Background: an optimization exercise with open tools, aiming at a short achievable clock period. Do not read the settings as production practice. Only simulation tests tie the RTL to the original design; equivalence was not proved. Power and IR drop assume default switching activity.

==> flow/design.v <==
module fbw_fsync (
    input  wire        clk,
    input  wire        rst,
    input  wire        rx_valid,
    input  wire [7:0]  rx_data,
    output wire        pkt_valid,
    output wire [15:0] pkt_axisX,
    output wire [15:0] pkt_axisY,
    output wire [7:0]  pkt_button,
    output wire [1:0]  fs_diag
);
    localparam [7:0] SENTINEL = 8'hAA;
    reg        idle;                           
    reg [6:1]  pos;                            
    reg [7:0]  buf1, buf2, buf3, buf4, buf5;   
    reg [7:0]  sum;                            
    reg [7:0]  sum_n;                          
    assign pkt_axisX  = {buf2, buf1};
    assign pkt_axisY  = {buf4, buf3};
    assign pkt_button = buf5;
    wire take   = !rst && rx_valid;
    wire chk_eq = (rx_data == ~sum_n);
    assign pkt_valid  = take && pos[6] && chk_eq;               
    assign fs_diag[1] = take && pos[6] && !chk_eq;              
    assign fs_diag[0] = take && idle && (rx_data != SENTINEL);  
    always @(posedge clk) begin
        if (rst) begin
            idle <= 1'b1;
            pos  <= 6'd0;
        end else if (rx_valid) begin
            idle <= idle ? (rx_data != SENTINEL) : pos[6];
            pos  <= {pos[5:1], idle && (rx_data == SENTINEL)};
        end
    end
    always @(posedge clk) begin
        if (rx_valid) begin
            if (pos[1]) begin buf1 <= rx_data; sum <= rx_data; sum_n <= ~rx_data; end
            if (pos[2]) begin buf2 <= rx_data; sum <= sum + rx_data; sum_n <= ~(sum + rx_data); end
            if (pos[3]) begin buf3 <= rx_data; sum <= sum + rx_data; sum_n <= ~(sum + rx_data); end
            if (pos[4]) begin buf4 <= rx_data; sum <= sum + rx_data; sum_n <= ~(sum + rx_data); end
            if (pos[5]) begin buf5 <= rx_data; sum <= sum + rx_data; sum_n <= ~(sum + rx_data); end
        end
    end
endmodule
module fbw_unpack (
    input  wire        rst,
    input  wire        pl_valid,
    input  wire [7:0]  pl_len,
    input  wire [39:0] pl_data,
    output wire        upk_valid,
    output wire [15:0] upk_axisX,
    output wire [15:0] upk_axisY,
    output wire [7:0]  upk_button,
    output wire [1:0]  pl_diag
);
    localparam [7:0] PAYLOAD_LEN = 8'd5;
    wire take = !rst && pl_valid;
    assign upk_valid  = take && (pl_len == PAYLOAD_LEN);
    assign pl_diag    = (take && (pl_len != PAYLOAD_LEN)) ? 2'd3 : 2'd0;
    assign upk_axisX  = pl_data[15:0];
    assign upk_axisY  = pl_data[31:16];
    assign upk_button = pl_data[39:32];
endmodule
module fbw_axmap (
    input  wire [15:0] raw,
    output wire [7:0]  angle,
    output wire [7:0]  angle_m
);
    wire signed [15:0] r = raw;
    wire [89:0] t;
    assign t[0] = (r >= -16'sd32766);
    assign t[1] = (r >= -16'sd32038);
    assign t[2] = (r >= -16'sd31310);
    assign t[3] = (r >= -16'sd30582);
    assign t[4] = (r >= -16'sd29854);
    assign t[5] = (r >= -16'sd29126);
    assign t[6] = (r >= -16'sd28398);
    assign t[7] = (r >= -16'sd27669);
    assign t[8] = (r >= -16'sd26941);
    assign t[9] = (r >= -16'sd26213);
    assign t[10] = (r >= -16'sd25485);
    assign t[11] = (r >= -16'sd24757);
    assign t[12] = (r >= -16'sd24029);
    assign t[13] = (r >= -16'sd23300);
    assign t[14] = (r >= -16'sd22572);
    assign t[15] = (r >= -16'sd21844);
    assign t[16] = (r >= -16'sd21116);
    assign t[17] = (r >= -16'sd20388);
    assign t[18] = (r >= -16'sd19660);
    assign t[19] = (r >= -16'sd18932);
    assign t[20] = (r >= -16'sd18203);
    assign t[21] = (r >= -16'sd17475);
    assign t[22] = (r >= -16'sd16747);
    assign t[23] = (r >= -16'sd16019);
    assign t[24] = (r >= -16'sd15291);
    assign t[25] = (r >= -16'sd14563);
    assign t[26] = (r >= -16'sd13834);
    assign t[27] = (r >= -16'sd13106);
    assign t[28] = (r >= -16'sd12378);
    assign t[29] = (r >= -16'sd11650);
    assign t[30] = (r >= -16'sd10922);
    assign t[31] = (r >= -16'sd10194);
    assign t[32] = (r >= -16'sd9466);
    assign t[33] = (r >= -16'sd8737);
    assign t[34] = (r >= -16'sd8009);
    assign t[35] = (r >= -16'sd7281);
    assign t[36] = (r >= -16'sd6553);
    assign t[37] = (r >= -16'sd5825);
    assign t[38] = (r >= -16'sd5097);
    assign t[39] = (r >= -16'sd4368);
    assign t[40] = (r >= -16'sd3640);
    assign t[41] = (r >= -16'sd2912);
    assign t[42] = (r >= -16'sd2184);
    assign t[43] = (r >= -16'sd1456);
    assign t[44] = (r >= -16'sd728);
    assign t[45] = (r >= 16'sd729);
    assign t[46] = (r >= 16'sd1457);
    assign t[47] = (r >= 16'sd2185);
    assign t[48] = (r >= 16'sd2913);
    assign t[49] = (r >= 16'sd3641);
    assign t[50] = (r >= 16'sd4369);
    assign t[51] = (r >= 16'sd5098);
    assign t[52] = (r >= 16'sd5826);
    assign t[53] = (r >= 16'sd6554);
    assign t[54] = (r >= 16'sd7282);
    assign t[55] = (r >= 16'sd8010);
    assign t[56] = (r >= 16'sd8738);
    assign t[57] = (r >= 16'sd9467);
    assign t[58] = (r >= 16'sd10195);
    assign t[59] = (r >= 16'sd10923);
    assign t[60] = (r >= 16'sd11651);
    assign t[61] = (r >= 16'sd12379);
    assign t[62] = (r >= 16'sd13107);
    assign t[63] = (r >= 16'sd13835);
    assign t[64] = (r >= 16'sd14564);
    assign t[65] = (r >= 16'sd15292);
    assign t[66] = (r >= 16'sd16020);
    assign t[67] = (r >= 16'sd16748);
    assign t[68] = (r >= 16'sd17476);
    assign t[69] = (r >= 16'sd18204);
    assign t[70] = (r >= 16'sd18933);
    assign t[71] = (r >= 16'sd19661);
    assign t[72] = (r >= 16'sd20389);
    assign t[73] = (r >= 16'sd21117);
    assign t[74] = (r >= 16'sd21845);
    assign t[75] = (r >= 16'sd22573);
    assign t[76] = (r >= 16'sd23301);
    assign t[77] = (r >= 16'sd24030);
    assign t[78] = (r >= 16'sd24758);
    assign t[79] = (r >= 16'sd25486);
    assign t[80] = (r >= 16'sd26214);
    assign t[81] = (r >= 16'sd26942);
    assign t[82] = (r >= 16'sd27670);
    assign t[83] = (r >= 16'sd28399);
    assign t[84] = (r >= 16'sd29127);
    assign t[85] = (r >= 16'sd29855);
    assign t[86] = (r >= 16'sd30583);
    assign t[87] = (r >= 16'sd31311);
    assign t[88] = (r >= 16'sd32039);
    assign t[89] = (r >= 16'sd32767);
    assign angle[0] = (!t[0]) | (t[1] & !t[2]) | (t[3] & !t[4]) | (t[5] & !t[6]) | (t[7] & !t[8]) | (t[9] & !t[10]) | (t[11] & !t[12]) | (t[13] & !t[14]) | (t[15] & !t[16]) | (t[17] & !t[18]) | (t[19] & !t[20]) | (t[21] & !t[22]) | (t[23] & !t[24]) | (t[25] & !t[26]) | (t[27] & !t[28]) | (t[29] & !t[30]) | (t[31] & !t[32]) | (t[33] & !t[34]) | (t[35] & !t[36]) | (t[37] & !t[38]) | (t[39] & !t[40]) | (t[41] & !t[42]) | (t[43] & !t[44]) | (t[45] & !t[46]) | (t[47] & !t[48]) | (t[49] & !t[50]) | (t[51] & !t[52]) | (t[53] & !t[54]) | (t[55] & !t[56]) | (t[57] & !t[58]) | (t[59] & !t[60]) | (t[61] & !t[62]) | (t[63] & !t[64]) | (t[65] & !t[66]) | (t[67] & !t[68]) | (t[69] & !t[70]) | (t[71] & !t[72]) | (t[73] & !t[74]) | (t[75] & !t[76]) | (t[77] & !t[78]) | (t[79] & !t[80]) | (t[81] & !t[82]) | (t[83] & !t[84]) | (t[85] & !t[86]) | (t[87] & !t[88]) | (t[89]);
    assign angle[1] = (t[0] & !t[2]) | (t[4] & !t[6]) | (t[8] & !t[10]) | (t[12] & !t[14]) | (t[16] & !t[18]) | (t[20] & !t[22]) | (t[24] & !t[26]) | (t[28] & !t[30]) | (t[32] & !t[34]) | (t[36] & !t[38]) | (t[40] & !t[42]) | (t[44] & !t[46]) | (t[48] & !t[50]) | (t[52] & !t[54]) | (t[56] & !t[58]) | (t[60] & !t[62]) | (t[64] & !t[66]) | (t[68] & !t[70]) | (t[72] & !t[74]) | (t[76] & !t[78]) | (t[80] & !t[82]) | (t[84] & !t[86]) | (t[88]);
    assign angle[2] = (!t[2]) | (t[6] & !t[10]) | (t[14] & !t[18]) | (t[22] & !t[26]) | (t[30] & !t[34]) | (t[38] & !t[42]) | (t[46] & !t[50]) | (t[54] & !t[58]) | (t[62] & !t[66]) | (t[70] & !t[74]) | (t[78] & !t[82]) | (t[86]);
    assign angle[3] = (!t[2]) | (t[10] & !t[18]) | (t[26] & !t[34]) | (t[42] & !t[50]) | (t[58] & !t[66]) | (t[74] & !t[82]);
    assign angle[4] = (t[2] & !t[18]) | (t[34] & !t[50]) | (t[66] & !t[82]);
    assign angle[5] = (!t[18]) | (t[50] & !t[82]);
    assign angle[6] = (t[18] & !t[82]);
    assign angle[7] = (t[82]);
    assign angle_m[0] = (!t[0]) | (t[1] & !t[2]) | (t[3] & !t[4]) | (t[5] & !t[6]) | (t[7] & !t[8]) | (t[9] & !t[10]) | (t[11] & !t[12]) | (t[13] & !t[14]) | (t[15] & !t[16]) | (t[17] & !t[18]) | (t[19] & !t[20]) | (t[21] & !t[22]) | (t[23] & !t[24]) | (t[25] & !t[26]) | (t[27] & !t[28]) | (t[29] & !t[30]) | (t[31] & !t[32]) | (t[33] & !t[34]) | (t[35] & !t[36]) | (t[37] & !t[38]) | (t[39] & !t[40]) | (t[41] & !t[42]) | (t[43] & !t[44]) | (t[45] & !t[46]) | (t[47] & !t[48]) | (t[49] & !t[50]) | (t[51] & !t[52]) | (t[53] & !t[54]) | (t[55] & !t[56]) | (t[57] & !t[58]) | (t[59] & !t[60]) | (t[61] & !t[62]) | (t[63] & !t[64]) | (t[65] & !t[66]) | (t[67] & !t[68]) | (t[69] & !t[70]) | (t[71] & !t[72]) | (t[73] & !t[74]) | (t[75] & !t[76]) | (t[77] & !t[78]) | (t[79] & !t[80]) | (t[81] & !t[82]) | (t[83] & !t[84]) | (t[85] & !t[86]) | (t[87] & !t[88]) | (t[89]);
    assign angle_m[1] = (!t[1]) | (t[3] & !t[5]) | (t[7] & !t[9]) | (t[11] & !t[13]) | (t[15] & !t[17]) | (t[19] & !t[21]) | (t[23] & !t[25]) | (t[27] & !t[29]) | (t[31] & !t[33]) | (t[35] & !t[37]) | (t[39] & !t[41]) | (t[43] & !t[45]) | (t[47] & !t[49]) | (t[51] & !t[53]) | (t[55] & !t[57]) | (t[59] & !t[61]) | (t[63] & !t[65]) | (t[67] & !t[69]) | (t[71] & !t[73]) | (t[75] & !t[77]) | (t[79] & !t[81]) | (t[83] & !t[85]) | (t[87] & !t[89]);
    assign angle_m[2] = (!t[3]) | (t[7] & !t[11]) | (t[15] & !t[19]) | (t[23] & !t[27]) | (t[31] & !t[35]) | (t[39] & !t[43]) | (t[47] & !t[51]) | (t[55] & !t[59]) | (t[63] & !t[67]) | (t[71] & !t[75]) | (t[79] & !t[83]) | (t[87]);
    assign angle_m[3] = (t[7] & !t[15]) | (t[23] & !t[31]) | (t[39] & !t[47]) | (t[55] & !t[63]) | (t[71] & !t[79]) | (t[87]);
    assign angle_m[4] = (t[7] & !t[23]) | (t[39] & !t[55]) | (t[71] & !t[87]);
    assign angle_m[5] = (t[7] & !t[39]) | (t[71]);
    assign angle_m[6] = (t[7] & !t[71]);
    assign angle_m[7] = (!t[7]);
endmodule
module fbw_fsafe #(
    parameter integer TIMEOUT_MS = 800
) (
    input  wire        clk,
    input  wire        rst,
    input  wire        pkt_valid,
    input  wire [15:0] pkt_axisX,
    input  wire [15:0] pkt_axisY,
    input  wire        poll,
    input  wire [31:0] now,
    output wire [39:0] servo_angle,
    output wire        servo_upd,
    output wire        failsafe
);
    localparam [7:0] CENTER = 8'd90;
    reg        link_state;       
    reg        ts_valid;
    reg        fresh;
    reg [21:0] win_h0;           
    reg [21:0] win_h1;           
    reg [9:0]  win_lo;           
    reg [9:0]  win_hi;           
    reg [9:0]  win_bo;           
    reg        win_bo_ok;        
    reg [7:0]  angle0, angle1, angleY;
    wire [7:0] ax, ax_m, ay, ay_m;
    fbw_axmap u_mapx (.raw(pkt_axisX), .angle(ax), .angle_m(ax_m));
    fbw_axmap u_mapy (.raw(pkt_axisY), .angle(ay), .angle_m(ay_m));
    function ge10(input [9:0] a, input [9:0] b);
        reg r;
        integer i;
        begin
            r = 1'b1;
            for (i = 0; i < 10; i = i + 1)
                r = (a[i] & ~b[i]) | ((a[i] | ~b[i]) & r);
            ge10 = r;
        end
    endfunction
    wire [21:0] nh = now[31:10];
    wire [9:0]  nl = now[9:0];
    wire same_hi   = (nh == win_h0);
    wire next_hi   = (nh == win_h1);
    wire in_same   = ge10(nl, win_lo) && ge10(win_hi, nl);
    wire in_next   = win_bo_ok && ge10(win_bo, nl);
    wire in_window = (same_hi && in_same) || (next_hi && in_next);
    wire expired   = !ts_valid || !in_window;
    wire poll_exp  = poll && !fresh && expired;
    wire force_n   = !pkt_valid && poll_exp;
    assign servo_upd = !rst && (pkt_valid || poll_exp);
    assign failsafe  = rst || (!pkt_valid && (link_state || poll_exp));
    wire [10:0] lo_end  = {1'b0, nl} + TIMEOUT_MS;
    wire [10:0] lo_back = {1'b0, nl} - (11'd1024 - TIMEOUT_MS);
    always @(posedge clk) begin
        if (rst) begin
            link_state <= 1'b1;
            ts_valid   <= 1'b0;
            fresh      <= 1'b0;
            angle0 <= CENTER;
            angle1 <= CENTER;
            angleY <= CENTER;
        end else if (pkt_valid) begin
            link_state <= 1'b0;
            ts_valid   <= 1'b1;
            fresh      <= !poll;
            angle0 <= ax;
            angle1 <= ax_m;
            angleY <= ay;
        end else if (poll) begin
            fresh <= 1'b0;
            if (force_n) begin
                link_state <= 1'b1;
                angle0 <= CENTER;
                angle1 <= CENTER;
                angleY <= CENTER;
            end
        end
    end
    always @(posedge clk) begin
        if (!rst && pkt_valid) begin
            win_h0    <= nh;
            win_h1    <= nh + 22'd1;
            win_lo    <= nl;
            win_hi    <= lo_end[10] ? 10'd1023 : lo_end[9:0];
            win_bo    <= lo_back[9:0];
            win_bo_ok <= !lo_back[10];
        end
    end
    assign servo_angle = {angleY, angleY, angleY, angle1, angle0};
endmodule
module fbw_lcb (
    input  wire        clk,
    input  wire        rst,
    input  wire        rx_valid,
    input  wire [7:0]  rx_data,
    output wire        pkt_valid,
    output wire [15:0] pkt_axisX,
    output wire [15:0] pkt_axisY,
    output wire [7:0]  pkt_button,
    output wire [1:0]  fs_diag,
    input  wire        pl_valid,
    input  wire [7:0]  pl_len,
    input  wire [39:0] pl_data,
    output wire        upk_valid,
    output wire [15:0] upk_axisX,
    output wire [15:0] upk_axisY,
    output wire [7:0]  upk_button,
    output wire [1:0]  pl_diag,
    input  wire        poll,
    input  wire [31:0] now,
    output wire [39:0] servo_angle,
    output wire        servo_upd,
    output wire        failsafe
);
    fbw_fsync u_fsync (
        .clk(clk), .rst(rst),
        .rx_valid(rx_valid), .rx_data(rx_data),
        .pkt_valid(pkt_valid), .pkt_axisX(pkt_axisX), .pkt_axisY(pkt_axisY),
        .pkt_button(pkt_button), .fs_diag(fs_diag)
    );
    fbw_unpack u_unpack (
        .rst(rst),
        .pl_valid(pl_valid), .pl_len(pl_len), .pl_data(pl_data),
        .upk_valid(upk_valid), .upk_axisX(upk_axisX), .upk_axisY(upk_axisY),
        .upk_button(upk_button), .pl_diag(pl_diag)
    );
    fbw_fsafe #(.TIMEOUT_MS(800)) u_fsafe (
        .clk(clk), .rst(rst),
        .pkt_valid(upk_valid), .pkt_axisX(upk_axisX), .pkt_axisY(upk_axisY),
        .poll(poll), .now(now),
        .servo_angle(servo_angle), .servo_upd(servo_upd), .failsafe(failsafe)
    );
endmodule
==> flow/flow/run.sh <==
#!/bin/bash
# Own flow: the standard layout (standard.sh: its synthesis script and steps), with
#  - MATCH_CELL_FOOTPRINT=0, so the resizer may change a gate to any size, not only to
#    sizes with the same footprint;
#  - slow stacked-transistor gates (4-input OR/NOR, 3-input OR/NOR and the larger
#    AOI/OAI forms) added to DONT_USE_CELLS, so synthesis and the resizer map the logic
#    to faster gates (flip-flop cells are not affected);
#  - pin regions (flow/io.tcl, ORFS's IO_CONSTRAINTS) that keep the ports of each
#    input-to-output path together on one edge.
# make's full output goes to flow_make.log here; each ORFS step logs under orfs/logs/.
set -euo pipefail
echo "export DONT_USE_CELLS += sky130_fd_sc_hd__a2111o_1 sky130_fd_sc_hd__a2111o_2 sky130_fd_sc_hd__a2111o_4 sky130_fd_sc_hd__a2111oi_0 sky130_fd_sc_hd__a2111oi_1 sky130_fd_sc_hd__a2111oi_2 sky130_fd_sc_hd__a2111oi_4 sky130_fd_sc_hd__a221o_1 sky130_fd_sc_hd__a221o_2 sky130_fd_sc_hd__a221o_4 sky130_fd_sc_hd__a221oi_1 sky130_fd_sc_hd__a221oi_2 sky130_fd_sc_hd__a221oi_4 sky130_fd_sc_hd__a222oi_1 sky130_fd_sc_hd__a311o_1 sky130_fd_sc_hd__a311o_2 sky130_fd_sc_hd__a311o_4 sky130_fd_sc_hd__a311oi_1 sky130_fd_sc_hd__a311oi_2 sky130_fd_sc_hd__a311oi_4 sky130_fd_sc_hd__a32o_1 sky130_fd_sc_hd__a32o_2 sky130_fd_sc_hd__a32o_4 sky130_fd_sc_hd__a32oi_1 sky130_fd_sc_hd__a32oi_2 sky130_fd_sc_hd__a32oi_4 sky130_fd_sc_hd__a41o_1 sky130_fd_sc_hd__a41o_2 sky130_fd_sc_hd__a41o_4 sky130_fd_sc_hd__a41oi_1 sky130_fd_sc_hd__a41oi_2 sky130_fd_sc_hd__a41oi_4 sky130_fd_sc_hd__nor3_1 sky130_fd_sc_hd__nor3_2 sky130_fd_sc_hd__nor3_4 sky130_fd_sc_hd__nor3b_1 sky130_fd_sc_hd__nor3b_2 sky130_fd_sc_hd__nor3b_4 sky130_fd_sc_hd__nor4_1 sky130_fd_sc_hd__nor4_2 sky130_fd_sc_hd__nor4_4 sky130_fd_sc_hd__nor4b_1 sky130_fd_sc_hd__nor4b_2 sky130_fd_sc_hd__nor4b_4 sky130_fd_sc_hd__nor4bb_1 sky130_fd_sc_hd__nor4bb_2 sky130_fd_sc_hd__nor4bb_4 sky130_fd_sc_hd__o2111a_1 sky130_fd_sc_hd__o2111a_2 sky130_fd_sc_hd__o2111a_4 sky130_fd_sc_hd__o2111ai_1 sky130_fd_sc_hd__o2111ai_2 sky130_fd_sc_hd__o2111ai_4 sky130_fd_sc_hd__o221a_1 sky130_fd_sc_hd__o221a_2 sky130_fd_sc_hd__o221a_4 sky130_fd_sc_hd__o221ai_1 sky130_fd_sc_hd__o221ai_2 sky130_fd_sc_hd__o221ai_4 sky130_fd_sc_hd__o311a_1 sky130_fd_sc_hd__o311a_2 sky130_fd_sc_hd__o311a_4 sky130_fd_sc_hd__o311ai_0 sky130_fd_sc_hd__o311ai_1 sky130_fd_sc_hd__o311ai_2 sky130_fd_sc_hd__o311ai_4 sky130_fd_sc_hd__o32a_1 sky130_fd_sc_hd__o32a_2 sky130_fd_sc_hd__o32a_4 sky130_fd_sc_hd__o32ai_1 sky130_fd_sc_hd__o32ai_2 sky130_fd_sc_hd__o32ai_4 sky130_fd_sc_hd__o41a_1 sky130_fd_sc_hd__o41a_2 sky130_fd_sc_hd__o41a_4 sky130_fd_sc_hd__o41ai_1 sky130_fd_sc_hd__o41ai_2 sky130_fd_sc_hd__o41ai_4 sky130_fd_sc_hd__or3_1 sky130_fd_sc_hd__or3_2 sky130_fd_sc_hd__or3_4 sky130_fd_sc_hd__or3b_1 sky130_fd_sc_hd__or3b_2 sky130_fd_sc_hd__or3b_4 sky130_fd_sc_hd__or4_1 sky130_fd_sc_hd__or4_2 sky130_fd_sc_hd__or4_4 sky130_fd_sc_hd__or4b_1 sky130_fd_sc_hd__or4b_2 sky130_fd_sc_hd__or4b_4 sky130_fd_sc_hd__or4bb_1 sky130_fd_sc_hd__or4bb_2 sky130_fd_sc_hd__or4bb_4" >> config.mk
bash standard.sh SETUP_SLACK_MARGIN=12.5 MATCH_CELL_FOOTPRINT=0 IO_CONSTRAINTS=$PWD/flow/io.tcl finish > flow_make.log 2>&1
==> flow/flow/io.tcl <==
# Pin regions: the ports on the paths from inputs to outputs sit together, so those
# paths need no long wires. Each port is still one pin on the die's edge.
set_io_pin_constraint -pin_names {now* poll rst pl_valid pl_len* failsafe servo_upd upk_valid pl_diag*} -region top:60-136
set_io_pin_constraint -pin_names {rx_data* rx_valid pkt_valid fs_diag*} -region left:80-120
set_io_pin_constraint -pin_names {pl_data* upk_axisX* upk_axisY* upk_button*} -region bottom:10-186
==> flow/standard.sh <==
#!/bin/bash
# synth_recipe.tcl (not shown) runs the flow's synth.tcl, then flattens the netlist and writes it again
# the make line also repeats each setting of config.mk as NAME=value (left out here)
make -C /OpenROAD-flow-scripts/flow DESIGN_CONFIG=/design/flow/config.mk WORK_HOME=/design/flow/orfs CLKGATE_MAP_FILE= SYNTH_SCRIPT=/design/flow/synth_recipe.tcl "${@:-finish}"
==> flow/config.mk <==
export PLATFORM = sky130hd
export DESIGN_NAME = fbw_lcb
export DESIGN_NICKNAME = fbw_lcb
export VERILOG_FILES = /design/flow/design.v
export SDC_FILE = /design/flow/constraint.sdc
export NUM_CORES = 4
export LEC_CHECK = 0
export CAP_MARGIN = 20
export CORE_MARGIN = 2
export CORE_UTILIZATION = 40
export SLEW_MARGIN = 20
export DONT_USE_CELLS += sky130_fd_sc_hd__a2111o_1 sky130_fd_sc_hd__a2111o_2 sky130_fd_sc_hd__a2111o_4 sky130_fd_sc_hd__a2111oi_0 sky130_fd_sc_hd__a2111oi_1 sky130_fd_sc_hd__a2111oi_2 sky130_fd_sc_hd__a2111oi_4 sky130_fd_sc_hd__a221o_1 sky130_fd_sc_hd__a221o_2 sky130_fd_sc_hd__a221o_4 sky130_fd_sc_hd__a221oi_1 sky130_fd_sc_hd__a221oi_2 sky130_fd_sc_hd__a221oi_4 sky130_fd_sc_hd__a222oi_1 sky130_fd_sc_hd__a311o_1 sky130_fd_sc_hd__a311o_2 sky130_fd_sc_hd__a311o_4 sky130_fd_sc_hd__a311oi_1 sky130_fd_sc_hd__a311oi_2 sky130_fd_sc_hd__a311oi_4 sky130_fd_sc_hd__a32o_1 sky130_fd_sc_hd__a32o_2 sky130_fd_sc_hd__a32o_4 sky130_fd_sc_hd__a32oi_1 sky130_fd_sc_hd__a32oi_2 sky130_fd_sc_hd__a32oi_4 sky130_fd_sc_hd__a41o_1 sky130_fd_sc_hd__a41o_2 sky130_fd_sc_hd__a41o_4 sky130_fd_sc_hd__a41oi_1 sky130_fd_sc_hd__a41oi_2 sky130_fd_sc_hd__a41oi_4 sky130_fd_sc_hd__nor3_1 sky130_fd_sc_hd__nor3_2 sky130_fd_sc_hd__nor3_4 sky130_fd_sc_hd__nor3b_1 sky130_fd_sc_hd__nor3b_2 sky130_fd_sc_hd__nor3b_4 sky130_fd_sc_hd__nor4_1 sky130_fd_sc_hd__nor4_2 sky130_fd_sc_hd__nor4_4 sky130_fd_sc_hd__nor4b_1 sky130_fd_sc_hd__nor4b_2 sky130_fd_sc_hd__nor4b_4 sky130_fd_sc_hd__nor4bb_1 sky130_fd_sc_hd__nor4bb_2 sky130_fd_sc_hd__nor4bb_4 sky130_fd_sc_hd__o2111a_1 sky130_fd_sc_hd__o2111a_2 sky130_fd_sc_hd__o2111a_4 sky130_fd_sc_hd__o2111ai_1 sky130_fd_sc_hd__o2111ai_2 sky130_fd_sc_hd__o2111ai_4 sky130_fd_sc_hd__o221a_1 sky130_fd_sc_hd__o221a_2 sky130_fd_sc_hd__o221a_4 sky130_fd_sc_hd__o221ai_1 sky130_fd_sc_hd__o221ai_2 sky130_fd_sc_hd__o221ai_4 sky130_fd_sc_hd__o311a_1 sky130_fd_sc_hd__o311a_2 sky130_fd_sc_hd__o311a_4 sky130_fd_sc_hd__o311ai_0 sky130_fd_sc_hd__o311ai_1 sky130_fd_sc_hd__o311ai_2 sky130_fd_sc_hd__o311ai_4 sky130_fd_sc_hd__o32a_1 sky130_fd_sc_hd__o32a_2 sky130_fd_sc_hd__o32a_4 sky130_fd_sc_hd__o32ai_1 sky130_fd_sc_hd__o32ai_2 sky130_fd_sc_hd__o32ai_4 sky130_fd_sc_hd__o41a_1 sky130_fd_sc_hd__o41a_2 sky130_fd_sc_hd__o41a_4 sky130_fd_sc_hd__o41ai_1 sky130_fd_sc_hd__o41ai_2 sky130_fd_sc_hd__o41ai_4 sky130_fd_sc_hd__or3_1 sky130_fd_sc_hd__or3_2 sky130_fd_sc_hd__or3_4 sky130_fd_sc_hd__or3b_1 sky130_fd_sc_hd__or3b_2 sky130_fd_sc_hd__or3b_4 sky130_fd_sc_hd__or4_1 sky130_fd_sc_hd__or4_2 sky130_fd_sc_hd__or4_4 sky130_fd_sc_hd__or4b_1 sky130_fd_sc_hd__or4b_2 sky130_fd_sc_hd__or4b_4 sky130_fd_sc_hd__or4bb_1 sky130_fd_sc_hd__or4bb_2 sky130_fd_sc_hd__or4bb_4
==> flow/constraint.sdc <==
create_clock -name core_clock -period 22.0 [get_ports {clk}]
set_input_delay 4.4000 -clock core_clock [delete_from_list [all_inputs] [get_ports {clk}]]
set_output_delay 4.4000 -clock core_clock [all_outputs]
set_load 0.01 [all_outputs]
==> impl_metrics.tcl, run 1 <==
set metrics [dict create \
    status "finished clean" \
    cts-root-buf "clkbuf_16" \
    vdd_ir_drop_max_v 0.0000614 \
    ys_ff_latch 159 \
    clkTransAtPathRegs_ps 70 \
    vias 18200 \
    power.density_mw_per_mm2 46.1 \
    finalCritPeriodShare_pct 47.3 \
    coreArea_mm2 0.0385 \
    synth_fp_nets 2074 \
    drt-initial-drc-count 3163 \
    start_util_pct 40.3 \
    worst-path-max-fanout 8 \
    cts_buffers 17 \
    cts_buffer_depth 2 \
    wire_per_inst_um 32.4 \
    critical_path.startpoint_type "input port" \
    ys_top_cells_by_area "edfxtp_1, a21oi_1, nor2_1" \
    setup_viol 0 \
    clk_latency_ps 420 \
    fin_cells 2585 \
    fin_total_pwr_mw 0.873 \
    fp.dieH_um 201 \
    track_usage_pct 40.2 \
    hold_slack_ps 476 \
    ys_warn_count 2 \
    dieArea_mm2 0.0404 \
    slew_viol_final 0 \
    async_flop_share_pct 0 \
    grt_pass1_vias 17100 \
    routabilityCongestion 1.07 \
    synth_top_area_share_pct 24.4 \
    diodes 0 \
    yosys.cell_count.top_type "nor2_1" \
    postCtsHoldBufs 0 \
    viasPerCell 7.03 \
    yosysTopAreaCell "edfxtp_1" \
    ant_nets 0 \
    synth_enable_flop_cells 126 \
    ioPinCount 221 \
    routed_wl_um 83700 \
    grt_max_degree 71 \
    fin_crit_ps 10400 \
    grt_pass1_wl_um 121000 \
    max_cap_viol_count 0 \
    drive_gt1_share_pct 13.8 \
    ys_seq_area_share_pct 28.6 \
    cp-end-kind "primary output" \
    firstDrtPassIters 9 \
    required_ps 17600 \
    worst_slack_ps 11600 \
    antenna_found_initial 1 \
    dpl.cell_count 2519 \
    cts_tree "built" \
    min-delay-path-class "reg -> reg" \
    relSlewSlack_pct 11.3 \
    synthCells 1971 \
    leakage_nw 7.03 \
    port_buffers 204 \
    dieWidth_um 201 \
    synth_cell_type_count 75 \
    postSynthAreaPerCell_um2 7.87 \
    cts.sinks 159 \
    synth_ff_type "edfxtp_1" \
    finalHoldViolCount 0 \
    synth_top_cells_by_count "nor2_1, nand2_1, a21oi_1" \
    drc 0 \
    fin_tns_setup_ps 0 \
    critPathKind "in -> out" \
    htreeDepth 4 \
    cp.arrival_ps 6000 \
    fmax_mhz 96.1 \
    rsz0062_at_grt "true" \
    syn_area_mm2 0.0155 \
    grt.overflow.total 0 \
    rows 72 \
    dp_slack_ps 10340 \
    area_delta_synth_final_pct 21.9 \
    worst_slew_pin_slew_ps 1320 \
    dp_hpwl_um 56400 \
    skew_ps 9.07 \
    final_nets 2157 \
]
==> final timing paths <==
path	end	slack [ps]	cells after the start	start
max	failsafe	11600	10	now[9]
min	u_fsafe.angle0[2]	480	2	u_fsafe.angle0[2]
max reg2reg	u_fsafe.angle1[1]	19250	10	u_fsafe.win_h1[13]
min reg2reg	u_fsafe.angle0[2]	480	2	u_fsafe.angle0[2]
==> metrics by stage <==
stage | utilization (%) | area, µm²
floorplan | - | 15600
global placement | 44.8 | 17200
detailed placement | 44.8 | 17200
CTS | 49.0 | 18800
global route | 49.2 | 18900
finish | 49.2 | 18900
==> worst max-delay path: stages <==
cell and delay (ps):
buf_4 150, nand2b_4 160, a31oi_4 160, nand4_1 130, o31ai_2 330, o211ai_1 150, buf_4 160, a21oi_4 150
a21oi_4 80, buf_6 120
==> cells by family after synthesis <==
group,count (synthesis),share of synthesized area [%]
flip-flops,159,28.6
AND/OR/NAND/NOR,809,29.3
other,1,0.0242
XOR/XNOR,83,4.68
AO/OA/AOI/OAI,633,26.5
buffers and inverters,263,9.21
adder cells (fa/ha/maj),16,1.24
multiplexers,7,0.468
==> state kept, by name, summed over array words and instances, names as in the netlist <==
register and flops:
u_fsafe.angle1 8, u_fsync.buf4 8, u_fsafe.fresh 1, u_fsafe.angle0 7, u_fsync.buf2 8, u_fsync.idle 1, u_fsync.buf5 8, u_fsafe.win_bo_ok 1
u_fsync.sum_n 8, u_fsafe.ts_valid 1, u_fsync.buf3 8, u_fsafe.win_bo 5, u_fsafe.win_h1 22, u_fsafe.angleY 8, u_fsafe.win_hi 10, u_fsafe.win_h0 22
u_fsync.pos 6, u_fsafe.link_state 1, u_fsafe.win_lo 10, u_fsync.buf1 8, u_fsync.sum 8
==> cells in the final DEF (no fill, tap or decap), types with 12 or more instances in the layout <==
master / instances
o22ai_1: 19
a21o_1: 20
nor2b_1: 30
buf_6: 16
xnor2_1: 48
dlymetal6s2s_1: 43
a211o_1: 18
and4bb_2: 13
edfxtp_1: 126
or2_2: 14
o21ai_1: 21
nand4bb_1: 15
o21a_1: 19
and4b_1: 27
buf_4: 59
dfxtp_1: 33
o211ai_1: 50
o22a_1: 15
xnor2_2: 16
a21oi_1: 140
buf_12: 19
nand2b_1: 37
nand3_1: 84
and2_1: 29
clkdlybuf4s50_1: 100
nor2_1: 183
inv_1: 41
nand4_1: 77
or2_1: 12
xor2_1: 16
o21ai_0: 121
a31oi_1: 66
clkbuf_16: 30
and3_1: 43
a211oi_1: 38
o31ai_1: 17
nand4b_1: 15
and4_1: 33
nand2_1: 150
==> cell type report <==
class,count,area [µm²]
Clock buffer,17,425
Fill cell,3719,19500
Sequential cell,159,4440
Timing Repair Buffer,278,3070
Multi-Input combinational cell,1549,9970
Clock inverter,15,171
Inverter,49,190
Tap cell,518,648
==> power breakdown <==
part / internal (mW) / switching (mW) / leakage (nW) / total [mW]
clock: 0.162 / 0.133 / 0.288 / 0.295
sequential: 0.324 / 0.000150 / 1.42 / 0.324
combinational: 0.0831 / 0.171 / 5.33 / 0.254
==> what timing repair did <==
| action | in CTS | in global routing |
|---|---|---|
| endpoints found under the setup margin | 37 | 8 |
| cloned | 13 | 0 |
| resized for setup | 392 | 13 |
| pin swaps | 53 | 10 |
| setup buffers | 17 | 4 |
==> metal layers <==
| metal | vias up | global-route usage, % | share of wire (%) |
|---|---|---|---|
| li1 | 7522 | - | - |
| met5 | - | 0 | 0 |
| met4 | 0 | 23.3 | 7.7 |
| met1 | 8605 | 50.3 | 37 |
| met3 | 424 | 12.1 | 13 |
| met2 | 1628 | 61.3 | 43 |
==> inputs of run 2 (changes only) <==
--- a/flow/design.v
+++ b/flow/design.v
@@ -199,7 +199,10 @@
     reg [9:0]  win_hi;           
     reg [9:0]  win_bo;           
     reg        win_bo_ok;        
-    reg [7:0]  angle0, angle1, angleY;
+    reg        pkt_d;                
+    reg        clr_d;                
+    reg [7:0]  cap0, cap1, capY;     
+    reg [7:0]  held0, held1, heldY;  
     wire [7:0] ax, ax_m, ay, ay_m;
     fbw_axmap u_mapx (.raw(pkt_axisX), .angle(ax), .angle_m(ax_m));
     fbw_axmap u_mapy (.raw(pkt_axisY), .angle(ay), .angle_m(ay_m));
@@ -227,29 +230,32 @@
     assign failsafe  = rst || (!pkt_valid && (link_state || poll_exp));
     wire [10:0] lo_end  = {1'b0, nl} + TIMEOUT_MS;
     wire [10:0] lo_back = {1'b0, nl} - (11'd1024 - TIMEOUT_MS);
+    wire [7:0] angle0 = pkt_d ? cap0 : clr_d ? CENTER : held0;
+    wire [7:0] angle1 = pkt_d ? cap1 : clr_d ? CENTER : held1;
+    wire [7:0] angleY = pkt_d ? capY : clr_d ? CENTER : heldY;
+    always @(posedge clk) begin
+        pkt_d <= pkt_valid;
+        clr_d <= rst || force_n;
+        cap0  <= ax;
+        cap1  <= ax_m;
+        capY  <= ay;
+        held0 <= angle0;
+        held1 <= angle1;
+        heldY <= angleY;
+    end
     always @(posedge clk) begin
         if (rst) begin
             link_state <= 1'b1;
             ts_valid   <= 1'b0;
             fresh      <= 1'b0;
-            angle0 <= CENTER;
-            angle1 <= CENTER;
-            angleY <= CENTER;
         end else if (pkt_valid) begin
             link_state <= 1'b0;
             ts_valid   <= 1'b1;
             fresh      <= !poll;
-            angle0 <= ax;
-            angle1 <= ax_m;
-            angleY <= ay;
         end else if (poll) begin
             fresh <= 1'b0;
-            if (force_n) begin
+            if (force_n)
                 link_state <= 1'b1;
-                angle0 <= CENTER;
-                angle1 <= CENTER;
-                angleY <= CENTER;
-            end
         end
     end
     always @(posedge clk) begin
==> impl_metrics.tcl, run 2 <==
set metrics [dict create \
    cts_buffer_depth 2 \
    drt-initial-drc-count 3200 \
    postPlaceCellArea_mm2 0.0180 \
    dp_hpwl_um 60100 \
    drive_gt1_share_pct 12.1 \
    ioPinCount 221 \
    clk_latency_ps 440 \
    dieWidth_um 205 \
    max_cap_viol_count 0 \
    fin_cells 2625 \
    grt_pass1_wl_um 121000 \
    yosysTopAreaCell "edfxtp_1" \
    crit_top_cell "maj3_2" \
    yosys.cell_count.top_type "nor2_1" \
    grt.busiest_layer "met2" \
    antenna_found_initial 4 \
    final_nets 2189 \
    layout_common_cells "nor2_1, nand2_1, o21ai_0" \
    fp.dieH_um 205 \
    worst-path-max-fanout 5 \
    fillCellCount 3838 \
    cp.arrival_ps 6250 \
    rsz0062_at_grt "true" \
    grt_use_met3_pct 13.5 \
    setup_viol 0 \
    track_usage_pct 39.8 \
    hold_slack_ps 474 \
    fin_total_pwr_mw 0.926 \
    syn_area_mm2 0.0162 \
    routabilityCongestion 1.10 \
    slew_viol_final 0 \
    design_area_mm2 0.0191 \
    drc 0 \
    htreeDepth 4 \
    firstDrtPassIters 7 \
    ys_seq_area_share_pct 30.6 \
    min-delay-path-class "reg -> reg" \
    met1_usage_pct 50.5 \
    synth_fp_nets 2121 \
    synth_enable_flop_cells 126 \
    cts-root-buf "clkbuf_16" \
    critical_path.startpoint_type "input port" \
    postSynthAreaPerCell_um2 8.03 \
    ys_warn_count 2 \
    ys_top_cells_by_area "edfxtp_1, dfxtp_1, nor2_1" \
    dieArea_mm2 0.0422 \
    critPathBufInv 2 \
    worst_slew_pin_slew_ps 1150 \
    vdd_ir_drop_max_v 0.0000567 \
    port_buffers 204 \
    fmax_mhz 93.9 \
    viasPerCell 6.88 \
    top_regs "u_fsafe.win_h0 (22), u_fsafe.win_h1 (22)" \
    coreArea_mm2 0.0399 \
    routed_wl_um 84900 \
    area_delta_synth_final_pct 17.8 \
    start_util_pct 40.6 \
    cts_buffers 17 \
    relSlewSlack_pct 22.7 \
    critPathMaxStageDelay_ps 320 \
    grt.overflow.total 0 \
    critical_path.top_delay_family "adder cells" \
    synth_top_cells_by_count "nor2_1, nand2_1, o21ai_0" \
    cp_slowest_cell "maj3_2" \
    finalCritPeriodShare_pct 48.4 \
    cts.sinks 185 \
    vias 18100 \
    cts_tree "built" \
    dpl.cell_count 2576 \
    synth_cell_type_count 82 \
    rows 73 \
    wire_per_inst_um 32.4 \
    ys_ff_latch 185 \
    cp-end-kind "primary output" \
    cp_cell_sequence "buf_8, nor2b_4, maj3_2, maj3_2, maj3_2, a21oi_2, o21ai_2, a31oi_4, o21ai_1, buf_2" \
    synth_top_area_share_pct 23.3 \
    skew_ps 8.98 \
    fin_crit_ps 10650 \
    synthCells 2018 \
    status "finished clean" \
    clkTransAtPathRegs_ps 70 \
    async_flop_share_pct 0 \
    leakage_nw 7.10 \
    required_ps 17600 \
    layout_commonest_cell "nor2_1" \
    power.density_mw_per_mm2 48.5 \
    met2_usage_pct 57.8 \
    ant_nets 0 \
    grt_max_degree 71 \
    synth_ff_type "edfxtp_1" \
    critPathKind "in -> out" \
    grt_pass1_vias 17000 \
    finalHoldViolCount 0 \
    fin_tns_setup_ps 0 \
]
## run 2: cell types whose count changed in the layout (fill, tap and decap cells not counted), sizes merged, moves of 10 or more
| cell | before | now |
|---|---|---|
| o21ai | 143 | 154 |
| buf | 106 | 75 |
| o31a | 5 | 17 |
| inv | 54 | 65 |
| dfxtp | 33 | 59 |
| o31ai | 21 | 32 |
| dlymetal6s2s | 43 | 59 |
| a31oi | 70 | 51 |
| and4 | 33 | 21 |
| o211a | 7 | 17 |
| nand4 | 77 | 88 |
| o22a | 15 | 3 |
## run 2: metrics by stage
step           setup WS (ps)  util [%]
2_1_floorplan          11710         -
5_1_grt                11310      47.8
4_1_cts                11370      47.6
3_3_place_gp           10550      45.0
3_5_place_dp           10500      45.0
6_report               11350      47.8
## run 2: cell type report
cell class              instances  area [µm²]  area share, %
inverters                      59         226           1.19
flip-flops and latches        185        4960           26.0
well taps                     525         657           3.44
repair buffers                258        2710           14.2
multi-input cells            1565        9950           52.1
clock inverters                14         150          0.786
diodes                          1        2.50         0.0131
clock buffers                  18         429           2.25
## run 2: logic make-up after synthesis
logic type | synth area share (%)
adders and majority gates | 1.41
xor gates and xnor gates | 4.48
buffers and inverters | 9.11
and+or+nand+nor | 28.4
AOI/OAI and AO/OA | 25.5
DFF | 30.6
muxes | 0.440
other | 0.0231
## run 2: timing repair
action                                  CTS  global route
endpoints found under the setup margin   39            14
buffers inserted                          8             3
gates cloned                              5             0
hold buffers                              0             0
hold endpoints to repair                  0             0
pin swaps                                20            12
resized for setup                       241            31
## run 2: final timing paths
check	to	cells past startpoint	slack, ps	startpoint
max	servo_upd	10	11350	now[0]
min	u_fsafe.held1[5]	1	470	u_fsafe.held1[5]
max reg2reg	u_fsync.sum_n[7]	9	19640	u_fsync.sum[1]
min reg2reg	u_fsafe.held1[5]	1	470	u_fsafe.held1[5]
## run 2: routing by layer
layer | routed length [µm] | part of all wire, % | vias up
li1 | - | - | 7569
met1 | 31700 | 37 | 8430
met2 | 34900 | 41 | 1611
met3 | 11200 | 13 | 451
met4 | 7080 | 8.3 | 8
met5 | 70 | 0.082 | -
## run 2: power by group
group	internal (mW)	switching [mW]	total, mW
Combinational	0.0805	0.175	0.256
Sequential	0.374	0.00143	0.376
Clock	0.152	0.143	0.295
Total	0.606	0.320	0.926
==> inputs of run 3 (changes only) <==
--- a/flow/design.v
+++ b/flow/design.v
@@ -199,21 +199,32 @@
     reg [9:0]  win_hi;           
     reg [9:0]  win_bo;           
     reg        win_bo_ok;        
-    reg        pkt_d;                
-    reg        clr_d;                
-    reg [7:0]  cap0, cap1, capY;     
-    reg [7:0]  held0, held1, heldY;  
+    reg [7:0]  angle0, angle1, angleY;
     wire [7:0] ax, ax_m, ay, ay_m;
     fbw_axmap u_mapx (.raw(pkt_axisX), .angle(ax), .angle_m(ax_m));
     fbw_axmap u_mapy (.raw(pkt_axisY), .angle(ay), .angle_m(ay_m));
     function ge10(input [9:0] a, input [9:0] b);
-        reg r;
-        integer i;
+        reg [15:0] g0, p0;
+        reg [7:0]  g1, p1;
+        reg [3:0]  g2, p2;
+        reg [1:0]  g3, p3;
+        integer j;
         begin
-            r = 1'b1;
-            for (i = 0; i < 10; i = i + 1)
-                r = (a[i] & ~b[i]) | ((a[i] | ~b[i]) & r);
-            ge10 = r;
+            g0 = {6'd0, a & ~b};
+            p0 = {6'h3f, a | ~b};
+            for (j = 0; j < 8; j = j + 1) begin
+                g1[j] = g0[2*j+1] | (p0[2*j+1] & g0[2*j]);
+                p1[j] = g0[2*j+1] | (p0[2*j+1] & p0[2*j]);
+            end
+            for (j = 0; j < 4; j = j + 1) begin
+                g2[j] = g1[2*j+1] | (p1[2*j+1] & g1[2*j]);
+                p2[j] = g1[2*j+1] | (p1[2*j+1] & p1[2*j]);
+            end
+            for (j = 0; j < 2; j = j + 1) begin
+                g3[j] = g2[2*j+1] | (p2[2*j+1] & g2[2*j]);
+                p3[j] = g2[2*j+1] | (p2[2*j+1] & p2[2*j]);
+            end
+            ge10 = g3[1] | (p3[1] & p3[0]);
         end
     endfunction
     wire [21:0] nh = now[31:10];
@@ -230,32 +241,29 @@
     assign failsafe  = rst || (!pkt_valid && (link_state || poll_exp));
     wire [10:0] lo_end  = {1'b0, nl} + TIMEOUT_MS;
     wire [10:0] lo_back = {1'b0, nl} - (11'd1024 - TIMEOUT_MS);
-    wire [7:0] angle0 = pkt_d ? cap0 : clr_d ? CENTER : held0;
-    wire [7:0] angle1 = pkt_d ? cap1 : clr_d ? CENTER : held1;
-    wire [7:0] angleY = pkt_d ? capY : clr_d ? CENTER : heldY;
-    always @(posedge clk) begin
-        pkt_d <= pkt_valid;
-        clr_d <= rst || force_n;
-        cap0  <= ax;
-        cap1  <= ax_m;
-        capY  <= ay;
-        held0 <= angle0;
-        held1 <= angle1;
-        heldY <= angleY;
-    end
     always @(posedge clk) begin
         if (rst) begin
             link_state <= 1'b1;
             ts_valid   <= 1'b0;
             fresh      <= 1'b0;
+            angle0 <= CENTER;
+            angle1 <= CENTER;
+            angleY <= CENTER;
         end else if (pkt_valid) begin
             link_state <= 1'b0;
             ts_valid   <= 1'b1;
             fresh      <= !poll;
+            angle0 <= ax;
+            angle1 <= ax_m;
+            angleY <= ay;
         end else if (poll) begin
             fresh <= 1'b0;
-            if (force_n)
+            if (force_n) begin
                 link_state <= 1'b1;
+                angle0 <= CENTER;
+                angle1 <= CENTER;
+                angleY <= CENTER;
+            end
         end
     end
     always @(posedge clk) begin
==> impl_metrics.tcl, run 3 <==
set metrics [dict create \
    finalCritPeriodShare_pct 48.2 \
    ant_nets 0 \
    min-delay-path-class "reg -> reg" \
    fillCellCount 3708 \
    leakage_nw 7.21 \
    viasPerCell 7.00 \
    min_from "u_fsafe.angle0[4]" \
    cp.arrival_ps 6200 \
    firstDrtPassIters 9 \
    cts_buffer_depth 2 \
    postCtsHoldBufs 0 \
    cts-root-buf "clkbuf_16" \
    hold_end "u_fsafe.angle0[4]" \
    seq_area_mm2 0.00444 \
    synth_top_area_share_pct 24.4 \
    ys_warn_count 2 \
    fmax_mhz 94.3 \
    dieArea_mm2 0.0404 \
    dr_wl_met2_um 34400 \
    fp.dieH_um 201 \
    skew_ps 12.6 \
    routabilityCongestion 1.10 \
    coreArea_mm2 0.0385 \
    grt_pass1_vias 17200 \
    synthCells 1960 \
    max_cap_viol_count 0 \
    synth_enable_flop_cells 126 \
    port_buffers 204 \
    drt-initial-drc-count 2716 \
    cp-end-kind "primary output" \
    cp_cell_sequence "buf_6, xnor2_2, and4_1, nand4_1, o31ai_2, nand3_1, a22o_2, buf_6, o31a_1, buf_2" \
    vdd_ir_drop_max_v 0.0000608 \
    ys_top_cells_by_area "edfxtp_1, a21oi_1, dfxtp_1" \
    async_flop_share_pct 0 \
    setup_viol 0 \
    clk_latency_ps 430 \
    drive_gt1_share_pct 13.8 \
    required_ps 17600 \
    critical_path.startpoint_type "input port" \
    dieWidth_um 201 \
    critPathBufInv 3 \
    hold_depth 2 \
    status "finished clean" \
    layout_common_cells "nor2_1, nand2_1, a21oi_1" \
    fin_crit_ps 10600 \
    yosys.cell_count.top_type "nor2_1" \
    crit_start "now[25]" \
    multi_input_area_mm2 0.00989 \
    syn_area_mm2 0.0155 \
    cp_slowest_cell "o31ai_2" \
    track_usage_pct 39.9 \
    fin_cells 2579 \
    reg2reg_slack_ps 18930 \
    critPathMaxStageDelay_ps 330 \
    synth_fp_nets 2063 \
    grt.overflow.total 0 \
    ys_ff_latch 159 \
    wire_per_inst_um 32.0 \
    crit_top_cell "buf_6" \
    ioPinCount 221 \
    dp_hpwl_um 55700 \
    power.density_mw_per_mm2 47.1 \
    final_nets 2150 \
    synth_cell_type_count 70 \
    finalHoldViolCount 0 \
    routed_wl_um 82600 \
    clkTransAtPathRegs_ps 70 \
    wl_met3_um 11300 \
    layout_commonest_cell "nor2_1" \
    synth_ff_type "edfxtp_1" \
    worst_r2r_endpoint "u_fsafe.angleY[1]" \
    critPathKind "in -> out" \
    reg2reg_from "u_fsafe.win_h1[18]" \
    area_delta_synth_final_pct 22.5 \
    grt_pass1_wl_um 120000 \
    drc 0 \
    synth_top_cells_by_count "nor2_1, nand2_1, a21oi_1" \
    grt_max_degree 71 \
    worst-path-max-fanout 6 \
    relSlewSlack_pct 19.5 \
    top_regs "u_fsafe.win_h0 (22), u_fsafe.win_h1 (22)" \
    dpl.cell_count 2504 \
    ys_seq_area_share_pct 28.6 \
    ff2ff_path_depth 12 \
    met1_length_um 29400 \
    slew_viol_final 0 \
    worst_slew_pin_slew_ps 1190 \
    top_layer "met5" \
    rsz0062_at_grt "true" \
    cts.sinks 159 \
    cts_tree "built" \
    yosysTopAreaCell "edfxtp_1" \
    antenna_found_initial 3 \
    postSynthAreaPerCell_um2 7.92 \
    cts_buffers 17 \
    vias 18100 \
    start_util_pct 40.4 \
    fin_tns_setup_ps 0 \
    htreeDepth 4 \
    critical_path.top_delay_family "compound AO/OA/AOI/OAI gates" \
    rows 72 \
]
run 3: timing repair:
action	CTS	global route
cloned	13	0
endpoints found under the setup margin	39	9
pin swaps	37	47
resized for setup	355	90
buffers inserted	24	4
run 3: layer usage:
metal	GRT usage, %	up-vias
met1	49.1	8361
met5	0	-
met4	27.5	4
met2	59.1	1713
met3	13.2	534
li1	-	7441
run 3: stage by stage:
step	hold WS [ps]	util, %	total power [mW]	area (µm²)	worst slack (ps)
finish	449	49.5	0.897	19000	11400
global route	479	49.5	0.917	19000	11340
CTS	450	48.7	0.877	18700	11340
detailed placement	439	44.6	0.548	17200	10510
global placement	436	44.6	0.554	17200	10520
floorplan	441	-	0.466	15600	11790
run 3: worst max-delay path by stage:
| stage | endpoint | cells after the start |
|---|---|---|
| finish | failsafe | 10 |
| detailed placement | failsafe | 9 |
| CTS | failsafe | 10 |
| global placement | failsafe | 9 |
| floorplan | failsafe | 8 |
| global route | failsafe | 10 |
run 3: layout make-up:
class                      instances  share of cell area [%]
antenna                            1                  0.0132
timing repair buffer             281                    16.7
inverter                          58                    1.22
clock inverter                    15                    1.07
clock buffer                      17                    2.24
sequential                       159                    23.4
tap                              518                    3.41
multi-input combinational       1530                    52.0
run 3: tightest hold or removal path, delay by kind of cell, from the launching register on:
family                 cells  cell delay [ps]
flip-flops                 1              310
AO/OA/AOI/OAI              1               50
buffers and inverters      1               50
run 3: where the power goes:
group / leakage (nW) / internal [mW] / switching (mW)
combinational: 5.48 / 0.0866 / 0.171
clock: 0.305 / 0.183 / 0.132
sequential: 1.42 / 0.324 / 0.000144
total: 7.21 / 0.593 / 0.304
run 3: kinds of logic after synthesis:
family                     share of synthesized area [%]
other                                             0.0241
adders and majority gates                           1.18
and+or+nand+nor                                     29.2
buffers and inverters                               9.83
xor gates and xnor gates                            4.62
muxes                                              0.387
AOI/OAI and AO/OA                                   26.1
DFF                                                 28.6
==> inputs of run 4 (changes only) <==
--- a/flow/design.v
+++ b/flow/design.v
@@ -14,12 +14,11 @@
     reg [6:1]  pos;                            
     reg [7:0]  buf1, buf2, buf3, buf4, buf5;   
     reg [7:0]  sum;                            
-    reg [7:0]  sum_n;                          
     assign pkt_axisX  = {buf2, buf1};
     assign pkt_axisY  = {buf4, buf3};
     assign pkt_button = buf5;
     wire take   = !rst && rx_valid;
-    wire chk_eq = (rx_data == ~sum_n);
+    wire chk_eq = (rx_data == sum);
     assign pkt_valid  = take && pos[6] && chk_eq;               
     assign fs_diag[1] = take && pos[6] && !chk_eq;              
     assign fs_diag[0] = take && idle && (rx_data != SENTINEL);  
@@ -34,11 +33,11 @@
     end
     always @(posedge clk) begin
         if (rx_valid) begin
-            if (pos[1]) begin buf1 <= rx_data; sum <= rx_data; sum_n <= ~rx_data; end
-            if (pos[2]) begin buf2 <= rx_data; sum <= sum + rx_data; sum_n <= ~(sum + rx_data); end
-            if (pos[3]) begin buf3 <= rx_data; sum <= sum + rx_data; sum_n <= ~(sum + rx_data); end
-            if (pos[4]) begin buf4 <= rx_data; sum <= sum + rx_data; sum_n <= ~(sum + rx_data); end
-            if (pos[5]) begin buf5 <= rx_data; sum <= sum + rx_data; sum_n <= ~(sum + rx_data); end
+            if (pos[1]) begin buf1 <= rx_data; sum <= rx_data; end
+            if (pos[2]) begin buf2 <= rx_data; sum <= sum + rx_data; end
+            if (pos[3]) begin buf3 <= rx_data; sum <= sum + rx_data; end
+            if (pos[4]) begin buf4 <= rx_data; sum <= sum + rx_data; end
+            if (pos[5]) begin buf5 <= rx_data; sum <= sum + rx_data; end
         end
     end
 endmodule
@@ -203,36 +202,12 @@
     wire [7:0] ax, ax_m, ay, ay_m;
     fbw_axmap u_mapx (.raw(pkt_axisX), .angle(ax), .angle_m(ax_m));
     fbw_axmap u_mapy (.raw(pkt_axisY), .angle(ay), .angle_m(ay_m));
-    function ge10(input [9:0] a, input [9:0] b);
-        reg [15:0] g0, p0;
-        reg [7:0]  g1, p1;
-        reg [3:0]  g2, p2;
-        reg [1:0]  g3, p3;
-        integer j;
-        begin
-            g0 = {6'd0, a & ~b};
-            p0 = {6'h3f, a | ~b};
-            for (j = 0; j < 8; j = j + 1) begin
-                g1[j] = g0[2*j+1] | (p0[2*j+1] & g0[2*j]);
-                p1[j] = g0[2*j+1] | (p0[2*j+1] & p0[2*j]);
-            end
-            for (j = 0; j < 4; j = j + 1) begin
-                g2[j] = g1[2*j+1] | (p1[2*j+1] & g1[2*j]);
-                p2[j] = g1[2*j+1] | (p1[2*j+1] & p1[2*j]);
-            end
-            for (j = 0; j < 2; j = j + 1) begin
-                g3[j] = g2[2*j+1] | (p2[2*j+1] & g2[2*j]);
-                p3[j] = g2[2*j+1] | (p2[2*j+1] & p2[2*j]);
-            end
-            ge10 = g3[1] | (p3[1] & p3[0]);
-        end
-    endfunction
     wire [21:0] nh = now[31:10];
     wire [9:0]  nl = now[9:0];
     wire same_hi   = (nh == win_h0);
     wire next_hi   = (nh == win_h1);
-    wire in_same   = ge10(nl, win_lo) && ge10(win_hi, nl);
-    wire in_next   = win_bo_ok && ge10(win_bo, nl);
+    wire in_same   = (nl >= win_lo) && (nl <= win_hi);
+    wire in_next   = win_bo_ok && (nl <= win_bo);
     wire in_window = (same_hi && in_same) || (next_hi && in_next);
     wire expired   = !ts_valid || !in_window;
     wire poll_exp  = poll && !fresh && expired;
==> impl_metrics.tcl, run 4 <==
set metrics [dict create \
    cts.sinks 151 \
    rsz0062_at_grt "true" \
    synth_cell_type_count 72 \
    async_flop_share_pct 0 \
    hold_slack_ps 469 \
    vdd_ir_drop_max_v 0.0000579 \
    postSynthAreaPerCell_um2 7.84 \
    ys_warn_count 2 \
    skew_ps 7.23 \
    area_delta_synth_final_pct 22.3 \
    ant_nets 0 \
    grt_max_degree 71 \
    track_usage_pct 41.4 \
    relSlewSlack_pct 14.8 \
    synthCells 1944 \
    ys_seq_area_share_pct 27.6 \
    grt_pass1_vias 16800 \
    max_cap_viol_count 0 \
    drc 0 \
    final_nets 2158 \
    layout_commonest_cell "nor2_1" \
    vias 18000 \
    rows 71 \
    wire_per_inst_um 32.7 \
    seq_area_mm2 0.00420 \
    critPathKind "in -> out" \
    cts-root-buf "clkbuf_16" \
    dieWidth_um 199 \
    drive_gt1_share_pct 13.3 \
    dp_hpwl_um 58600 \
    cts_tree "built" \
    fillCellCount 3589 \
    worst-path-max-fanout 7 \
    post-route-util_pct 49.6 \
    finalHoldViolCount 0 \
    status "finished clean" \
    critical_path.startpoint_type "input port" \
    fin_crit_ps 10500 \
    dieArea_mm2 0.0397 \
    cts_buffer_depth 2 \
    grt_pass1_wl_um 119000 \
    synth_enable_flop_cells 118 \
    routabilityCongestion 1.13 \
    leakage_nw 6.99 \
    ys_top_cells_by_area "edfxtp_1, a21oi_1, nor2_1" \
    viasPerCell 7.05 \
    ioPinCount 221 \
    clk_latency_ps 430 \
    clkTransAtPathRegs_ps 60 \
    syn_area_mm2 0.0152 \
    fin_total_pwr_mw 0.871 \
    start_util_pct 40.6 \
    synth_top_area_share_pct 23.2 \
    coreArea_mm2 0.0376 \
    htreeDepth 4 \
    slew_viol_final 0 \
    fmax_mhz 95.2 \
    top_regs "u_fsafe.win_h0 (22), u_fsafe.win_h1 (22)" \
    cp-end-kind "primary output" \
    yosys.cell_count.top_type "nor2_1" \
    required_ps 17600 \
    fin_tns_setup_ps 0 \
    power.density_mw_per_mm2 46.7 \
    min-delay-path-class "reg -> reg" \
    setup_viol 0 \
    finalCritPeriodShare_pct 47.7 \
    layout_common_cells "nor2_1, nand2_1, a21oi_1" \
    ys_ff_latch 151 \
    antenna_found_initial 5 \
    postCtsHoldBufs 0 \
    cp.arrival_ps 6100 \
    synth_top_cells_by_count "nor2_1, nand2_1, a21oi_1" \
    yosysTopAreaCell "edfxtp_1" \
    worst_slew_pin_slew_ps 1260 \
    multi_input_area_mm2 0.00998 \
    fp.dieH_um 199 \
    port_buffers 204 \
    synth_fp_nets 2072 \
    firstDrtPassIters 7 \
    cts_buffers 17 \
    routed_wl_um 83600 \
    synth_ff_type "edfxtp_1" \
    drt-initial-drc-count 2942 \
    grt.overflow.total 0 \
]
[run 4: per-stage QoR]
step,cells,cell area [µm²],setup WS (ps)
2_1_floorplan,1944,15400,11780
3_3_place_gp,2491,17100,9760
3_5_place_dp,2491,17100,9710
4_1_cts,2547,18600,11550
5_1_grt,2556,18600,11460
6_report,2557,18600,11500
[run 4: kinds of logic (layout without fill, tap and decap cells)]
family,after synthesis,count (layout),share of synthesized area (%)
xor gates and xnor gates,75,75,4.31
muxes,2,2,0.148
AOI/OAI and AO/OA,608,608,26.2
and+or+nand+nor,799,799,28.8
buffers and inverters,273,372,9.98
DFF,151,151,27.6
other,1,4,0.0246
adders and majority gates,35,35,2.92
[run 4: worst paths after layout]
check / startpoint / end / slack (ps) / cells after the start
worst max-delay path: now[7] / failsafe / 11500 / 11
worst min-delay path: u_fsafe.fresh / u_fsafe.fresh / 470 / 1
worst max register to register: u_fsync.sum[1] / u_fsync.sum[7] / 19430 / 9
worst min register to register: u_fsafe.fresh / u_fsafe.fresh / 470 / 1
[run 4: timing repair]
item,in CTS,in global routing
pin swaps,25,25
endpoints found under the setup margin,40,14
gates resized for setup,296,36
buffers inserted,14,7
hold endpoints to repair,0,0
gates cloned,10,0
[run 4: where the power goes]
group	internal (mW)	switching [mW]	total, mW
combinational	0.0820	0.169	0.251
clock	0.191	0.121	0.313
sequential	0.307	0.000131	0.307
total	0.581	0.291	0.871
[run 4: worst max-delay path, stage by stage]
cell	delay, ps
buf_12	120
ha_4	270
nand4_1	130
or2_4	280
o22a_1	190
o21ai_1	80
o211a_1	240
o21ai_4	90
nor2_4	130
nor2_4	40
buf_6	110
[run 4: area by class of cell]
| cell class | count | share of cell area, % |
|---|---|---|
| diodes | 3 | 0.0403 |
| multi-input cells | 1520 | 53.5 |
| clock buffers | 19 | 2.32 |
| inverters | 64 | 1.33 |
| flip-flops and latches | 151 | 22.5 |
| repair buffers | 276 | 15.8 |
| well taps | 511 | 3.43 |
| clock inverters | 13 | 1.04 |
[run 4: layer usage]
layer  up-vias  wire [µm]  part of all wire (%)  global-route usage (%)
met1      8549      31600                    38                    53.1
met5         -         29                 0.035                       0
met4         4       6190                   7.4                    24.1
met2      1685      34600                    41                    61.2
met3       438      11200                    13                    12.7
li1       7341          -                     -                       -

## what the ideal ports hide
No port has a modelled driver above. Below, the same layouts with a new extraction and two added sets of constraints. Step 1 (the two cells are an assumption about what drives the block):
set clk [get_ports {clk}]
set_driving_cell -lib_cell sky130_fd_sc_hd__clkbuf_16 $clk
set_driving_cell -lib_cell sky130_fd_sc_hd__buf_2 [delete_from_list [all_inputs] $clk]
Step 2 adds t to the input delays and takes it off the output delays; t is the mean of the earliest and latest rising clock arrival at the registers after step 1. Input paths then give back, and output paths get back, about the clock's delay inside the block. Three values: ideal ports, drivers, drivers and shift; two values: the first two.
run | shift t [ns] | setup WS [ns] | pins driven straight from the clock port
run 1 | 0.464 | 11.597 / 11.554 / 11.554 | 1
run 2 | 0.498 | 11.352 / 11.306 / 11.306 | 1
run 3 | 0.471 | 11.398 / 11.343 / 11.343 | 1
run 4 | 0.481 | 11.500 / 11.389 / 11.389 | 1
After both steps every run listed still meets setup and hold. The setup slack of run 4, which loses most, moves by -0.111 ns with the drivers and by -0.111 ns with both steps.
